This is an optimization exercise on Yosys and OpenROAD, whose aim is small area, a short achievable clock period and few clock cycles per item, not a production implementation.
The RTL was checked by simulation tests, not by an equivalence proof against the original design.

==> flow/design.v <==
module tea_cbc_engine (
    input  wire         clk,
    input  wire         rst,
    input  wire         in_valid,
    output wire         in_ready,
    input  wire [1:0]   in_op,
    input  wire         in_first,
    input  wire [127:0] in_key,
    input  wire [31:0]  in_a,
    input  wire [31:0]  in_b,
    output wire         out_valid,
    input  wire         out_ready,
    output wire [31:0]  out_a,
    output wire [31:0]  out_b
);
    reg [31:0] p, q;           
    reg [63:0] kr;             
    reg [31:0] cv_a, cv_b;     
    reg        cvz;            
    reg [5:0]  n;              
    reg        run, outv, dec;
    reg [31:0] s;              
    function [31:0] s_of;
        input [4:0] j;
        begin
            case (j)
            5'd0: s_of = 32'h9E3779B9;
            5'd1: s_of = 32'h3C6EF372;
            5'd2: s_of = 32'hDAA66D2B;
            5'd3: s_of = 32'h78DDE6E4;
            5'd4: s_of = 32'h1715609D;
            5'd5: s_of = 32'hB54CDA56;
            5'd6: s_of = 32'h5384540F;
            5'd7: s_of = 32'hF1BBCDC8;
            5'd8: s_of = 32'h8FF34781;
            5'd9: s_of = 32'h2E2AC13A;
            5'd10: s_of = 32'hCC623AF3;
            5'd11: s_of = 32'h6A99B4AC;
            5'd12: s_of = 32'h08D12E65;
            5'd13: s_of = 32'hA708A81E;
            5'd14: s_of = 32'h454021D7;
            5'd15: s_of = 32'hE3779B90;
            5'd16: s_of = 32'h81AF1549;
            5'd17: s_of = 32'h1FE68F02;
            5'd18: s_of = 32'hBE1E08BB;
            5'd19: s_of = 32'h5C558274;
            5'd20: s_of = 32'hFA8CFC2D;
            5'd21: s_of = 32'h98C475E6;
            5'd22: s_of = 32'h36FBEF9F;
            5'd23: s_of = 32'hD5336958;
            5'd24: s_of = 32'h736AE311;
            5'd25: s_of = 32'h11A25CCA;
            5'd26: s_of = 32'hAFD9D683;
            5'd27: s_of = 32'h4E11503C;
            5'd28: s_of = 32'hEC48C9F5;
            5'd29: s_of = 32'h8A8043AE;
            5'd30: s_of = 32'h28B7BD67;
            5'd31: s_of = 32'hC6EF3720;
            endcase
        end
    endfunction
    function [31:0] add;
        input [31:0] x, y;
        input        inv, ci;
        reg   [31:0] u, g, p, gn, pn;
        integer      i, j, l;
        begin
            u = x ^ {32{inv}};
            g = u & y;
            p = u ^ y;
            g[0] = g[0] | (p[0] & ci);
            for (l = 0; l < 5; l = l + 1) begin
                gn = g; pn = p;
                for (i = 0; i < 32; i = i + 1)
                    if ((i >> l) & 1) begin
                        j = ((i >> l) << l) - 1;
                        gn[i] = g[i] | (p[i] & g[j]);
                        pn[i] = p[i] & p[j];
                    end
                g = gn; p = pn;
            end
            add = x ^ y ^ {g[30:0], ci};
        end
    endfunction
    wire [5:0]  n1 = n + 6'd1;
    wire [31:0] ka = kr[31:0];
    wire [31:0] kb = kr[63:32];
    wire [31:0] t1 = {add({4'b0, q[27:0]}, {4'b0, ka[31:4]}, 1'b0, 1'b0), ka[3:0]};
    wire [31:0] t2 = add(q, s, 1'b0, 1'b0);
    wire [31:0] t3 = add({5'b0, q[31:5]}, kb, 1'b0, 1'b0);
    wire [31:0] mx = t1 ^ t2 ^ t3;
    wire [31:0] nw = add(p, mx, dec, 1'b0);
    wire in_dec = in_op[0];
    wire use_cv = in_op[1] & ~in_first & ~cvz;
    wire [31:0] ch_a = use_cv ? cv_a : 32'd0;
    wire [31:0] ch_b = use_cv ? cv_b : 32'd0;
    wire last = run & (n == 6'd63);
    wire load = in_valid & ~run & (~outv | out_ready);
    assign in_ready  = last;
    assign out_valid = outv;
    assign out_a     = p;
    assign out_b     = q;
    always @(posedge clk) begin
        if (run ? (~n[0] ^ dec) : in_dec)
            kr <= in_key[127:64];
        else
            kr <= in_key[63:0];
        if (run)
            s <= s_of(n1[5:1] ^ {5{dec}});
        else
            s <= s_of({5{in_dec}});
        if (load) begin
            n   <= 6'd0;
            dec <= in_dec;
            if (in_dec) begin
                p <= in_b;
                q <= in_a;
            end else begin
                p <= in_a ^ ch_a;
                q <= in_b ^ ch_b;
            end
        end else if (run) begin
            n <= n1;
            if (last & dec) begin
                p <= nw ^ ch_a;
                q <= q ^ ch_b;
            end else begin
                p <= q;
                q <= nw;
            end
        end
        if (rst) begin
            run  <= 1'b0;
            outv <= 1'b0;
            cvz  <= 1'b1;
        end else begin
            if (load)
                run <= 1'b1;
            else if (last)
                run <= 1'b0;
            if (last)
                outv <= 1'b1;
            else if (out_ready)
                outv <= 1'b0;
            if (last & in_op[1]) begin
                cvz <= 1'b0;
                if (in_dec) begin
                    cv_a <= in_a;
                    cv_b <= in_b;
                end else begin
                    cv_a <= q;
                    cv_b <= nw;
                end
            end
        end
    end
endmodule
clock: 11.0 ns
lec_check: 0
cap_margin: 20
core_margin: 2
core_utilization: 40
setup_slack_margin: 5
slew_margin: 20
run.sh (not shown) runs the stock make flow with config.mk's settings and CLKGATE_MAP_FILE= SYNTH_SCRIPT=/design/flow/synth_recipe.tcl, a recipe that flattens the netlist after the stock synthesis.
Testbench counts at the start, summed over its fixed seeds: cycles 208,008, items 3,200.
Rerun with:
--- a/flow/design.v
+++ b/flow/design.v
@@ -19,5 +19,5 @@
     reg        cvz;            
     reg [5:0]  n;              
-    reg        run, outv, dec;
+    reg        run, fixe, fixd, outv, dec;
     reg [31:0] s;              
     function [31:0] s_of;
@@ -95,55 +95,54 @@
     wire [31:0] ch_a = use_cv ? cv_a : 32'd0;
     wire [31:0] ch_b = use_cv ? cv_b : 32'd0;
+    wire fix  = fixe | fixd;
+    wire busy = run | fix;
     wire last = run & (n == 6'd63);
-    wire load = in_valid & ~run & (~outv | out_ready);
-    assign in_ready  = last;
+    wire load = in_valid & ~busy & (~outv | out_ready);
+    wire acc  = (last & ~dec) | fixd;      
+    assign in_ready  = acc;
     assign out_valid = outv;
     assign out_a     = p;
     assign out_b     = q;
     always @(posedge clk) begin
-        if (run ? (~n[0] ^ dec) : in_dec)
-            kr <= in_key[127:64];
-        else
-            kr <= in_key[63:0];
-        if (run)
-            s <= s_of(n1[5:1] ^ {5{dec}});
-        else
-            s <= s_of({5{in_dec}});
+        if (run) begin
+            kr <= (~n[0] ^ dec) ? in_key[127:64] : in_key[63:0];
+            s  <= s_of(n1[5:1] ^ {5{dec}});
+        end else begin
+            kr <= in_dec ? in_key[127:64] : in_key[63:0];
+            s  <= s_of({5{in_dec}});
+        end
         if (load) begin
             n   <= 6'd0;
             dec <= in_dec;
-            if (in_dec) begin
-                p <= in_b;
-                q <= in_a;
-            end else begin
-                p <= in_a ^ ch_a;
-                q <= in_b ^ ch_b;
-            end
+            p   <= in_b;
+            q   <= in_a;
+        end else if (fix) begin
+            p <= q ^ ch_a;
+            q <= p ^ ch_b;
         end else if (run) begin
             n <= n1;
-            if (last & dec) begin
-                p <= nw ^ ch_a;
-                q <= q ^ ch_b;
-            end else begin
-                p <= q;
-                q <= nw;
-            end
+            p <= q;
+            q <= nw;
         end
         if (rst) begin
             run  <= 1'b0;
+            fixe <= 1'b0;
+            fixd <= 1'b0;
             outv <= 1'b0;
             cvz  <= 1'b1;
         end else begin
-            if (load)
+            fixe <= load & ~in_dec;
+            fixd <= last & dec;
+            if (load & in_dec | fixe)
                 run <= 1'b1;
             else if (last)
                 run <= 1'b0;
-            if (last)
+            if (acc)
                 outv <= 1'b1;
             else if (out_ready)
                 outv <= 1'b0;
-            if (last & in_op[1]) begin
+            if (acc & in_op[1]) begin
                 cvz <= 1'b0;
-                if (in_dec) begin
+                if (dec) begin
                     cv_a <= in_a;
                     cv_b <= in_b;
The changed run completed with no timing, DRC or antenna violations.
Worst setup slack improves by 220 ps.
Final cell count shrinks by about 13%.
Non-clock buffer count shrinks by 17.
Hold slack degrades by 22 ps.
Synthesized area shrinks by about 10%.
Clock-buffer cell count grows by 1.
Testbench counts after the change, summed over its fixed seeds: cycles 211,208, items 3,200.

==> re-timing with driven ports <==
No port has a modelled driver above. Below, the same layouts with a new extraction and two added sets of constraints. Step 1 (the two cells are an assumption about what drives the block):
set clk [get_ports {clk}]
set_driving_cell -lib_cell sky130_fd_sc_hd__clkbuf_16 $clk
set_driving_cell -lib_cell sky130_fd_sc_hd__buf_2 [delete_from_list [all_inputs] $clk]
Step 2 moves the port delays by t, midway between the first and last clock arrival at a register: inputs arrive t later, outputs are due t later. That takes back most of the time a late clock gives input paths. Three values: ideal, step 1, step 2; two values: the first two.
| run | shift t [ns] | setup slack, ns | latest minus earliest clock arrival (ns) | worst register clock-pin slew, ns | worst data-port slew with drivers (ns) |
|---|---|---|---|---|---|
| the first run | 0.652 | 5.173 / 5.173 / 5.173 | 0.032 / 0.032 | 0.07 / 0.07 | 0.09 |
| the second run | 0.621 | 5.388 / 5.388 / 5.388 | 0.019 / 0.019 | 0.07 / 0.07 | 0.05 |
After both steps setup and hold are still met in every run listed.
